From an optimization exercise on the open Yosys and OpenROAD flow, aimed at small area, a short achievable clock period and few clock cycles per item; shortcuts taken in it are not production practice.
In this exercise RTL edits were held to simulation tests only and were not proved equivalent to the original.
Power and IR drop assume default switching activity.

==> flow/design.v <==
module ghmc_core (
    input  wire         clk,
    input  wire         rst,             
    input  wire         in_valid,
    output wire         in_ready,
    input  wire [31:0]  in_cmd,
    input  wire [127:0] in_din,
    output wire         ciph_req_valid,
    output wire         ciph_req_dec,
    output wire [127:0] ciph_req_data,
    input  wire         ciph_resp_valid,
    input  wire [127:0] ciph_resp_data,
    output reg          out_valid,
    output reg  [7:0]   out_err,
    output wire [127:0] out_dout,
    output wire [127:0] out_chain,
    output wire [127:0] out_s,
    output wire [127:0] out_tag,
    output wire [7:0]   out_status,      
    output wire [11:0]  out_cfg          
);
    localparam [7:0] OP_NOP    = 8'h00;
    localparam [7:0] OP_START  = 8'h01;
    localparam [7:0] OP_BLOCK  = 8'h02;
    localparam [7:0] OP_IV     = 8'h03;
    localparam [7:0] OP_IVEND  = 8'h04;
    localparam [7:0] OP_AAD    = 8'h05;
    localparam [7:0] OP_FINISH = 8'h06;
    localparam [7:0] OP_LOADH  = 8'h10;
    localparam [7:0] OP_CLEAR  = 8'h11;
    localparam [7:0] OP_SETS   = 8'h12;
    localparam [7:0] OP_STEP   = 8'h13;
    localparam [7:0] OP_MULREF = 8'h14;
    localparam [7:0] OP_MULTBL = 8'h15;
    localparam [7:0] OP_MULX   = 8'h16;
    localparam [7:0] OP_INC32  = 8'h20;
    localparam [2:0] M_CBC = 3'd1;
    localparam [2:0] M_CFB = 3'd2;
    localparam [2:0] M_OFB = 3'd3;
    localparam [2:0] M_CTR = 3'd4;
    localparam [2:0] M_GCM = 3'd5;
    localparam [2:0] P_IDLE     = 3'd0;
    localparam [2:0] P_TEXT     = 3'd1;
    localparam [2:0] P_GCM_IV   = 3'd2;
    localparam [2:0] P_GCM_AAD  = 3'd3;
    localparam [2:0] P_GCM_TEXT = 3'd4;
    localparam [2:0] P_GCM_DONE = 3'd5;
    localparam [7:0] E_NONE      = 8'd0;
    localparam [7:0] E_ILL_OP    = 8'd1;
    localparam [7:0] E_ILL_FIELD = 8'd2;
    localparam [7:0] E_NO_STREAM = 8'd3;
    localparam [7:0] E_WRONG_MODE= 8'd4;
    localparam [7:0] E_SEQUENCE  = 8'd5;
    localparam [7:0] E_NO_IV     = 8'd6;
    localparam [7:0] E_NO_PRIOR  = 8'd7;
    localparam [7:0] E_TAG_LEN   = 8'd8;
    localparam [7:0] E_NO_KEY    = 8'd9;
    localparam [2:0] S_IDLE   = 3'd0;
    localparam [2:0] S_REQ1   = 3'd1;
    localparam [2:0] S_WAIT1  = 3'd2;
    localparam [2:0] S_MULGO  = 3'd3;
    localparam [2:0] S_MUL    = 3'd4;
    localparam [2:0] S_REQ2   = 3'd5;
    localparam [2:0] S_WAIT2  = 3'd6;
    localparam [2:0] S_COMMIT = 3'd7;
    localparam [127:0] R_POLY = {8'he1, 120'd0};
    reg [2:0]   phase;
    reg         pcl, chv, tblv, tagchk, tagok;
    reg [2:0]   cfg_mode;
    reg         cfg_dir;
    reg [7:0]   cfg_tlen;
    reg [127:0] dout, chain, h, s, j0, tag, tagexp;
    reg [63:0]  aadlen, clen, ivlen;
    assign out_dout   = dout;
    assign out_chain  = chain;
    assign out_s      = s;
    assign out_tag    = tag;
    assign out_status = {tagok, tagchk, tblv, chv, pcl, phase};
    assign out_cfg    = {cfg_tlen, cfg_dir, cfg_mode};
    function [127:0] mulx;
        input [127:0] a;
        begin
            mulx = (a >> 1) ^ (a[0] ? R_POLY : 128'd0);
        end
    endfunction
    function [127:0] mask;
        input [127:0] a;
        input [4:0]   n;
        integer k;
        begin
            for (k = 0; k < 16; k = k + 1)
                mask[127 - 8*k -: 8] = (k < n) ? a[127 - 8*k -: 8] : 8'h00;
        end
    endfunction
    function [127:0] inc32;
        input [127:0] a;
        begin
            inc32 = {a[127:32], a[31:0] + 32'd1};
        end
    endfunction
    wire [7:0] w_op   = in_cmd[7:0];
    wire [2:0] w_mode = in_cmd[10:8];
    wire       w_dir  = in_cmd[11];
    wire       w_leg  = in_cmd[12];
    wire [4:0] w_nb   = in_cmd[20:16];
    wire [7:0] w_tlen = in_cmd[31:24];
    wire w_is_stream = (w_op >= OP_START) && (w_op <= OP_FINISH);
    wire w_nb_cmd    = (w_op == OP_BLOCK) || (w_op == OP_IV) || (w_op == OP_AAD) || (w_op == OP_STEP);
    wire [7:0] w_tlen_eff = (w_tlen == 8'd0) ? 8'd128 : w_tlen;
    reg [7:0] chk_err;
    always @* begin
        chk_err = E_NONE;
        if (!(w_op <= OP_FINISH || (w_op >= OP_LOADH && w_op <= OP_MULX) || w_op == OP_INC32))
            chk_err = E_ILL_OP;
        else if (in_cmd[15:13] != 3'd0 || in_cmd[23:21] != 3'd0)
            chk_err = E_ILL_FIELD;
        else if (w_op != OP_START && (in_cmd[12:8] != 5'd0 || in_cmd[31:24] != 8'd0))
            chk_err = E_ILL_FIELD;
        else if (w_nb_cmd && (w_nb == 5'd0 || w_nb > 5'd16))
            chk_err = E_ILL_FIELD;
        else if (!w_nb_cmd && w_op != OP_START && w_nb != 5'd0)
            chk_err = E_ILL_FIELD;
        else if (w_op == OP_START) begin
            if (w_mode == 3'd0 || w_mode > M_GCM)
                chk_err = E_ILL_FIELD;
            else if (w_nb > 5'd16)
                chk_err = E_ILL_FIELD;
            else if (w_mode != M_GCM && (w_tlen != 8'd0 || w_nb != 5'd0))
                chk_err = E_ILL_FIELD;
            else if (w_mode == M_GCM && w_tlen != 8'd0 &&
                     (w_tlen[2:0] != 3'd0 || w_tlen > 8'd128))
                chk_err = E_ILL_FIELD;
            else if (w_mode == M_GCM && !w_dir && w_nb != 5'd0)
                chk_err = E_ILL_FIELD;
            else if (w_leg && w_mode != M_CBC)
                chk_err = E_NO_IV;
            else if (w_leg && !chv)
                chk_err = E_NO_PRIOR;
            else if (w_mode == M_GCM && w_dir && {w_nb, 3'd0} != w_tlen_eff)
                chk_err = E_TAG_LEN;
        end
        else if ((w_op == OP_STEP || w_op == OP_MULREF || w_op == OP_MULTBL) && !tblv)
            chk_err = E_NO_KEY;
        else if (w_is_stream && phase == P_IDLE)
            chk_err = E_NO_STREAM;
        else if ((w_op == OP_IV || w_op == OP_IVEND || w_op == OP_AAD || w_op == OP_FINISH) &&
                 cfg_mode != M_GCM)
            chk_err = E_WRONG_MODE;
        else begin
            case (w_op)
                OP_BLOCK:
                    if (cfg_mode == M_GCM) begin
                        if (phase == P_GCM_IV)
                            chk_err = E_NO_IV;
                        else if (phase == P_GCM_DONE || (phase == P_GCM_TEXT && pcl))
                            chk_err = E_SEQUENCE;
                    end else begin
                        if (pcl)
                            chk_err = E_SEQUENCE;
                        else if (cfg_mode == M_CBC && w_nb != 5'd16)
                            chk_err = E_ILL_FIELD;
                    end
                OP_IV:
                    if (!(phase == P_GCM_IV && !pcl)) chk_err = E_SEQUENCE;
                OP_IVEND:
                    if (phase != P_GCM_IV) chk_err = E_SEQUENCE;
                OP_AAD:
                    if (phase == P_GCM_IV)
                        chk_err = E_NO_IV;
                    else if (!(phase == P_GCM_AAD && !pcl))
                        chk_err = E_SEQUENCE;
                OP_FINISH:
                    if (phase == P_GCM_IV)
                        chk_err = E_NO_IV;
                    else if (phase == P_GCM_DONE)
                        chk_err = E_SEQUENCE;
                default: ;
            endcase
        end
    end
    reg [2:0]   state;
    reg [7:0]   c_op;
    reg [2:0]   c_mode;      
    reg         c_dir;
    reg         c_leg;
    reg [4:0]   c_nb;
    reg [7:0]   c_tlen;      
    reg [127:0] c_din;
    reg         c_mul;       
    reg [127:0] ks;          
    reg [127:0] e2;          
    reg [127:0] prod;        
    reg [6:0]   cnt;
    reg [127:0] x, v, z;
    wire [127:0] z_next = x[127] ? (z ^ v) : z;
    assign in_ready = (state == S_IDLE);
    wire accept = in_valid && in_ready;
    wire req1_cbc = (c_op == OP_BLOCK) && (cfg_mode == M_CBC);
    assign ciph_req_valid = (state == S_REQ1) || (state == S_REQ2);
    assign ciph_req_dec   = (state == S_REQ1) && req1_cbc && cfg_dir;
    assign ciph_req_data  = (state == S_REQ2)              ? j0 :
                            (c_op == OP_START)             ? 128'd0 :
                            (req1_cbc && !cfg_dir)         ? (c_din ^ chain) :
                            (req1_cbc &&  cfg_dir)         ? c_din :
                                                             chain;
    reg [127:0] mul_x;
    always @* begin
        case (c_op)
            OP_MULREF, OP_MULTBL: mul_x = c_din;
            OP_IVEND:             mul_x = s ^ {64'd0, ivlen[60:0], 3'd0};
            OP_FINISH:            mul_x = s ^ {aadlen, clen[60:0], 3'd0};
            OP_BLOCK:             mul_x = cfg_dir ? (s ^ mask(c_din, c_nb))
                                                  : (s ^ mask(c_din ^ ks, c_nb));
            default:              mul_x = s ^ mask(c_din, c_nb);    
        endcase
    end
    wire a_c1  = (w_op == OP_START && w_mode == M_GCM) || (w_op == OP_BLOCK);
    wire a_mul = (w_op == OP_STEP) || (w_op == OP_MULREF) || (w_op == OP_MULTBL) ||
                 (w_op == OP_IV) || (w_op == OP_AAD) || (w_op == OP_FINISH) ||
                 (w_op == OP_BLOCK && cfg_mode == M_GCM) ||
                 (w_op == OP_IVEND && ivlen != 64'd12);
    always @(posedge clk) begin
        if (rst) begin
            state <= S_IDLE;
        end else begin
            case (state)
                S_IDLE:
                    if (accept && chk_err == E_NONE) begin
                        if (a_c1)       state <= S_REQ1;
                        else if (a_mul) state <= S_MULGO;
                        else            state <= S_COMMIT;
                    end
                S_REQ1:   state <= S_WAIT1;
                S_WAIT1:
                    if (ciph_resp_valid)
                        state <= c_mul ? S_MULGO : S_COMMIT;
                S_MULGO:  state <= S_MUL;
                S_MUL:
                    if (cnt == 7'd127)
                        state <= (c_op == OP_FINISH) ? S_REQ2 : S_COMMIT;
                S_REQ2:   state <= S_WAIT2;
                S_WAIT2:
                    if (ciph_resp_valid) state <= S_COMMIT;
                default:  state <= S_IDLE;    
            endcase
        end
    end
    always @(posedge clk) begin
        if (accept) begin
            c_op   <= w_op;
            c_mode <= w_mode;
            c_dir  <= w_dir;
            c_leg  <= w_leg;
            c_nb   <= w_nb;
            c_tlen <= (w_mode == M_GCM) ? w_tlen_eff : 8'd0;
            c_din  <= in_din;
            c_mul  <= a_mul;
        end
        if (state == S_WAIT1 && ciph_resp_valid)
            ks <= ciph_resp_data;
        if (state == S_WAIT2 && ciph_resp_valid)
            e2 <= ciph_resp_data;
        if (state == S_MULGO) begin
            x   <= mul_x;
            v   <= h;
            z   <= 128'd0;
            cnt <= 7'd0;
        end else if (state == S_MUL) begin
            x   <= {x[126:0], 1'b0};
            v   <= mulx(v);
            z   <= z_next;
            cnt <= cnt + 7'd1;
            if (cnt == 7'd127)
                prod <= z_next;
        end
    end
    reg [127:0] blk_o;       
    reg [127:0] ivend_j0;
    reg [127:0] fin_tag;
    always @* begin
        blk_o    = mask(c_din ^ ks, c_nb);
        ivend_j0 = (ivlen == 64'd12) ? {j0[127:32], 32'd1} : prod;
        fin_tag  = mask(prod ^ e2, cfg_tlen[7:3]);
    end
    always @(posedge clk) begin
        if (rst) begin
            out_valid <= 1'b0;
            out_err   <= E_NONE;
            phase     <= P_IDLE;
            pcl       <= 1'b0;
            chv       <= 1'b0;
            tblv      <= 1'b0;
            tagchk    <= 1'b0;
            tagok     <= 1'b0;
            cfg_mode  <= 3'd0;
            cfg_dir   <= 1'b0;
            cfg_tlen  <= 8'd0;
            dout      <= 128'd0;
            chain     <= 128'd0;
            h         <= 128'd0;
            s         <= 128'd0;
            j0        <= 128'd0;
            tag       <= 128'd0;
            tagexp    <= 128'd0;
            aadlen    <= 64'd0;
            clen      <= 64'd0;
            ivlen     <= 64'd0;
        end else begin
            out_valid <= 1'b0;
            if (state == S_IDLE && accept && chk_err != E_NONE) begin
                out_valid <= 1'b1;
                out_err   <= chk_err;
                if (w_is_stream) begin       
                    phase <= P_IDLE;
                    pcl   <= 1'b0;
                end
            end else if (state == S_COMMIT) begin
                out_valid <= 1'b1;
                out_err   <= E_NONE;
                case (c_op)
                    OP_START: begin
                        cfg_mode <= c_mode;
                        cfg_dir  <= c_dir;
                        cfg_tlen <= c_tlen;
                        pcl      <= 1'b0;
                        tagchk   <= 1'b0;
                        tagok    <= 1'b0;
                        case (c_mode)
                            M_CBC: begin
                                if (!c_leg) chain <= c_din;
                                chv   <= 1'b1;
                                phase <= P_TEXT;
                            end
                            M_GCM: begin
                                h      <= ks;
                                tblv   <= 1'b1;
                                chain  <= 128'd0;
                                chv    <= 1'b0;
                                s      <= 128'd0;
                                j0     <= 128'd0;
                                tag    <= 128'd0;
                                aadlen <= 64'd0;
                                clen   <= 64'd0;
                                ivlen  <= 64'd0;
                                tagexp <= c_dir ? mask(c_din, c_nb) : 128'd0;
                                phase  <= P_GCM_IV;
                            end
                            default: begin    
                                chain <= c_din;
                                chv   <= 1'b0;
                                phase <= P_TEXT;
                            end
                        endcase
                    end
                    OP_BLOCK: begin
                        pcl <= (c_nb < 5'd16);
                        case (cfg_mode)
                            M_CBC: begin
                                if (!cfg_dir) begin
                                    dout  <= ks;
                                    chain <= ks;
                                end else begin
                                    dout  <= ks ^ chain;
                                    chain <= c_din;
                                end
                                chv <= 1'b1;
                            end
                            M_CFB: begin
                                dout  <= blk_o;
                                chain <= cfg_dir ? mask(c_din, c_nb) : blk_o;
                            end
                            M_OFB: begin
                                dout  <= blk_o;
                                chain <= ks;
                            end
                            M_CTR: begin
                                dout  <= blk_o;
                                chain <= inc32(chain);
                            end
                            default: begin    
                                dout  <= blk_o;
                                chain <= inc32(chain);
                                s     <= prod;
                                clen  <= clen + {59'd0, c_nb};
                                phase <= P_GCM_TEXT;
                            end
                        endcase
                    end
                    OP_IV: begin
                        j0    <= mask(c_din, c_nb);
                        s     <= prod;
                        ivlen <= ivlen + {59'd0, c_nb};
                        pcl   <= (c_nb < 5'd16);
                    end
                    OP_IVEND: begin
                        j0    <= ivend_j0;
                        chain <= inc32(ivend_j0);
                        s     <= 128'd0;
                        phase <= P_GCM_AAD;
                        pcl   <= 1'b0;
                    end
                    OP_AAD: begin
                        s      <= prod;
                        aadlen <= aadlen + {56'd0, c_nb, 3'd0};
                        pcl    <= (c_nb < 5'd16);
                    end
                    OP_FINISH: begin
                        s     <= prod;
                        tag   <= fin_tag;
                        if (cfg_dir) begin
                            tagchk <= 1'b1;
                            tagok  <= (fin_tag == tagexp);
                        end
                        phase <= P_GCM_DONE;
                        pcl   <= 1'b0;
                    end
                    OP_LOADH: begin
                        h    <= c_din;
                        tblv <= 1'b1;
                    end
                    OP_CLEAR:             s    <= 128'd0;
                    OP_SETS:              s    <= c_din;
                    OP_STEP:              s    <= prod;
                    OP_MULREF, OP_MULTBL: dout <= prod;
                    OP_MULX:              dout <= mulx(c_din);
                    OP_INC32:             dout <= inc32(c_din);
                    default: ;            
                endcase
            end
        end
    end
endmodule
==> flow/run.sh <==
#!/bin/bash
# synth_recipe.tcl (not shown) runs the flow's synth.tcl, then flattens the netlist and writes it again
# the make line also repeats each setting of config.mk as NAME=value (left out here)
make -C /OpenROAD-flow-scripts/flow DESIGN_CONFIG=/design/flow/config.mk WORK_HOME=/design/flow/orfs CLKGATE_MAP_FILE= SYNTH_SCRIPT=/design/flow/synth_recipe.tcl finish
==> flow/config.mk <==
export PLATFORM = sky130hd
export DESIGN_NAME = ghmc_core
export DESIGN_NICKNAME = ghmc_core
export VERILOG_FILES = /design/flow/design.v
export SDC_FILE = /design/flow/constraint.sdc
export NUM_CORES = 4
export LEC_CHECK = 0
export CAP_MARGIN = 20
export CORE_MARGIN = 2
export CORE_UTILIZATION = 30
export SLEW_MARGIN = 20
==> flow/constraint.sdc <==
create_clock -name core_clock -period 6.0 [get_ports {clk}]
set_input_delay 1.2000 -clock core_clock [delete_from_list [all_inputs] [get_ports {clk}]]
set_output_delay 1.2000 -clock core_clock [all_outputs]
set_load 0.01 [all_outputs]
==> run notes <==
[kinds of logic after synthesis]
family                   Yosys count  share of synthesized area [%]
AO/OA/AOI/OAI                   3167                           19.8
XOR/XNOR                        1223                           9.91
adder cells (fa/ha/maj)           25                          0.310
buffers and inverters           1234                           4.36
flip-flops                      2040                           45.1
multiplexers                     232                           2.16
other                              1                        0.00347
AND/OR/NAND/NOR                 4580                           18.3
[registers in the layout, indices dropped and copies added (netlist names), 7 cells and up]
signal	cells
tagexp	128
c_op	8
ivlen	64
clen	61
c_din	128
c_tlen	8
s	128
e2	128
tag	128
aadlen	61
j0	128
v	128
prod	128
cfg_tlen	8
chain	128
z	128
h	128
ks	128
cnt	7
x	128
dout	128
[worst max-delay path, delay by kind of cell, from the launching register on]
kind                   cells  cell delay [ns]
buffers and inverters      3             1.14
AND/OR/NAND/NOR            4             1.03
flip-flops                 1             0.62
AO/OA/AOI/OAI              1             0.20
XOR/XNOR                   1             0.18
[power breakdown]
part	leakage [uW]	internal (uW)	switching (uW)
clock network	0.00396	8770	6630
registers	0.0162	14400	221
logic	0.0230	535	957
[synthesized netlist by cell type, types with 17 or more instances]
library cell                number
sky130_fd_sc_hd__a22o_1        315
sky130_fd_sc_hd__dfxtp_1      1245
sky130_fd_sc_hd__nor3_1        388
sky130_fd_sc_hd__mux2i_1       225
sky130_fd_sc_hd__o211ai_1       95
sky130_fd_sc_hd__xnor2_1       733
sky130_fd_sc_hd__a21oi_1       786
sky130_fd_sc_hd__a311oi_1       86
sky130_fd_sc_hd__a22oi_1       191
sky130_fd_sc_hd__nand2b_1       30
sky130_fd_sc_hd__o31ai_1        25
sky130_fd_sc_hd__a221o_1        19
sky130_fd_sc_hd__buf_1          78
sky130_fd_sc_hd__o21ai_0       599
sky130_fd_sc_hd__ha_1           22
sky130_fd_sc_hd__nor2_1       1383
sky130_fd_sc_hd__clkbuf_1     1055
sky130_fd_sc_hd__a211oi_1      209
sky130_fd_sc_hd__or3_1          47
sky130_fd_sc_hd__nand4_1       173
sky130_fd_sc_hd__and2_1         32
sky130_fd_sc_hd__o22ai_1       113
sky130_fd_sc_hd__buf_2          17
sky130_fd_sc_hd__nor4_1         55
sky130_fd_sc_hd__nand2_1      1958
sky130_fd_sc_hd__a222oi_1       72
sky130_fd_sc_hd__nor2b_1       124
sky130_fd_sc_hd__a221oi_1      284
sky130_fd_sc_hd__a21o_1         20
sky130_fd_sc_hd__and4_1         28
sky130_fd_sc_hd__xor2_1        490
sky130_fd_sc_hd__a2111oi_0      97
sky130_fd_sc_hd__o221ai_1       30
sky130_fd_sc_hd__and3_1         58
sky130_fd_sc_hd__inv_1          66
sky130_fd_sc_hd__edfxtp_1      795
sky130_fd_sc_hd__o32ai_1        33
sky130_fd_sc_hd__a31oi_1        96
sky130_fd_sc_hd__nand3_1       219
[layout by cell type (no fill, tap or decap), drive strengths merged, types with 219 or more instances in the layout]
cell,count
clkdlybuf4s50,947
clkbuf,343
nand3,219
nand2,1958
o21ai,606
xnor2,733
dfxtp,1245
nor2,1385
nor3,399
a22o,315
mux2i,225
xor2,490
buf,338
a21oi,787
a221oi,284
edfxtp,795
[per-layer routing]
layer / track usage [%] / share of wire, %
met1: 37.5 / 37
met2: 44.9 / 41
met3: 9.22 / 12
met4: 24.1 / 9.6
met5: 0 / 0.060
[area by class of cell]
| class | instances | area, um^2 | area share [%] |
|---|---|---|---|
| clock inverter | 106 | 1090 | 0.832 |
| antenna | 28 | 70.1 | 0.0534 |
| inverter | 68 | 264 | 0.201 |
| clock buffer | 343 | 6980 | 5.32 |
| sequential | 2040 | 48800 | 37.2 |
| tap | 4773 | 5970 | 4.55 |
| multi-input combinational | 9231 | 55200 | 42.1 |
| timing repair buffer | 1285 | 12800 | 9.73 |
[through the flow]
| stage | util, % | worst slack [ns] |
|---|---|---|
| after floorplan | - | 0.0725 |
| after global placement | 34.3 | 1.20 |
| after detailed placement | 34.3 | 1.11 |
| after CTS | 36.5 | 0.345 |
| after global routing | 36.5 | 0.154 |
| final | 36.5 | 0.245 |
[path summary, 6_finish.rpt]
| check | startpoint | to | slack (ns) | cells after the start |
|---|---|---|---|---|
| worst max-delay path | c_op[4] | ciph_req_data[49] | 0.24 | 9 |
| worst min-delay path | dout[17] | dout[17] | 0.45 | 2 |
| worst max register to register | ivlen[6] | chain[20] | 1.42 | 13 |
| worst min register to register | dout[17] | dout[17] | 0.45 | 2 |
==> summary.txt <==
Hold-fix buffers, CTS: 0
area of all placed cells without fillers: 131,000 um^2
status: complete, no violations
upper clock frequency limit: 174 MHz
site row count: 220
async set-or-reset flop fraction in the synthesized netlist: 0%
category of the worst setup path capture point: primary output
register bit count reported by yosys: 2,040
total cell area at the placement stage: 123,000 um^2
DRC Markers: 0
pins over their slew limit: 0
antenna-violating nets left: 0
final total power: 31,600 uW
Final #Nets: 13,200
count of buffers added by post-CTS timing repair for setup: 0
number of buffers inserted by port buffering: 959
setup tns final: 0 ns
number of iterations in the first detailed-routing pass: 10
Hold WC Path Type: reg -> reg
Vias/cell: 6.01
number of antenna violations at the first check in global routing: 71
Sinks on Clock Net: 2,040
num ports: 964
share of the yosys chip area belonging to registers: 45.1%
Final Hold Vio Count: 0
biggest area consumer among synthesized cells: sky130_fd_sc_hd__dfxtp_1
via count: 107,000
clock skew after layout: 0.113 ns
later-pin clock latency in the skew report: 1.03 ns
# setup viols final: 0
die height: 604 um
total half-perimeter wirelength after legalization and detailed placement: 410 mm
clock period minus final worst setup slack: 5.76 ns
Inst Count DP: 17,400
final worst path period share: 95.9%
pin count of the biggest net entering global routing: 147
highest net fanout along the worst path: 104
wire per inst: 32.8 um
data arrival time of the critical path: 4.56 ns
aggregate routed wire length: 587 mm
Final Wtd Congestion: 0.954
critical path, cell by cell: nor3_4, nand4_1, buf_4, nor2_4, buf_12, nand2_1, xor2_1, a22o_1, clkdlybuf4s50_1
# Max-Cap Violations: 0
synth unique cells: 93
area fraction of the dominant cell type after synthesis: 23.1%
initial cell density of the core: 30.1%
main area contributors after synthesis: sky130_fd_sc_hd__dfxtp_1 23%, sky130_fd_sc_hd__edfxtp_1 22%, sky130_fd_sc_hd__nand2_1 6.8%
Static Leakage: 0.0432 uW
post-synthesis instance area: 108,000 um^2
RSZ-0062 raised after global routing: no
Post-synth EDFFs: 795
remaining max-slew budget at the tightest pin: 10.2%
overall overflow remaining after global route: 0
Root Buffer: sky130_fd_sc_hd__clkbuf_16
hold_ws: 0.451 ns
Num CTS Buffers: 238
delay of the slowest critical-path stage: 0.62 ns
level count of the clock H-tree: 4
cell with the biggest individual delay on the critical path: sky130_fd_sc_hd__edfxtp_1
maximum root-to-sink buffer count: 4
filler-free cell count of the finished design: 17,900
placeable core region: 359,000 um^2
via count of the first global-routing pass: 97,900
Worst-Margin Slew: 1.33 ns
startpoint type of the worst setup path: flip-flop
overall routing resource usage: 30.7%
top flip-flop cell by instance count after synthesis: sky130_fd_sc_hd__dfxtp_1
violation count after the first detailed-route iteration: 16,800
share of layout cells above drive strength 1: 6.52%
mean instance size in the synthesized netlist: 8.65 um^2
required time reported for the critical path endpoint: 4.80 ns
pwr dens: 241 nW/um^2
Chip Width: 604 um
first-pass GRT wire length: 800 mm
Post-Synthesis Cells: 12,500
number of instances resized during post-cts repair: 0
Area Overhead vs Synth: 21.3%
critical path class: reg -> out
clock slew at reported path FFs: 0.06 ns
number of warning messages in the yosys log: 1
IR drop worst, VDD: 229 uV
Die Footprint: 365,000 um^2
fill cell total of the finished layout: 36,600
TritonCTS clock tree: yes
Testbench counts, summed over its fixed seeds: cycles 64,968, items 680.

==> re-timing with driven ports <==
No port has a modelled driver above. Below, the same layout with a new extraction and two added sets of constraints.
Step 1 (the two cells are an assumption about what drives the block):
set clk [get_ports {clk}]
set_driving_cell -lib_cell sky130_fd_sc_hd__clkbuf_16 $clk
set_driving_cell -lib_cell sky130_fd_sc_hd__buf_2 [delete_from_list [all_inputs] $clk]
Step 2 also shifts input and output timing later by t, the mid clock arrival at the registers, as if the neighbouring blocks saw the same clock.
a / b / c = ideal / step 1 / step 2; a / b = the first two.
t (ns): 1.085
setup WS [ns]: 0.245 / 0.137 / 0.936
slew at the worst register clock pin (ns): 0.07 / 0.07
pins driven straight from the clock port: 1
After both steps this run still meets setup and hold. The setup slack of this run moves by -0.108 ns with the drivers and by +0.691 ns with both steps.
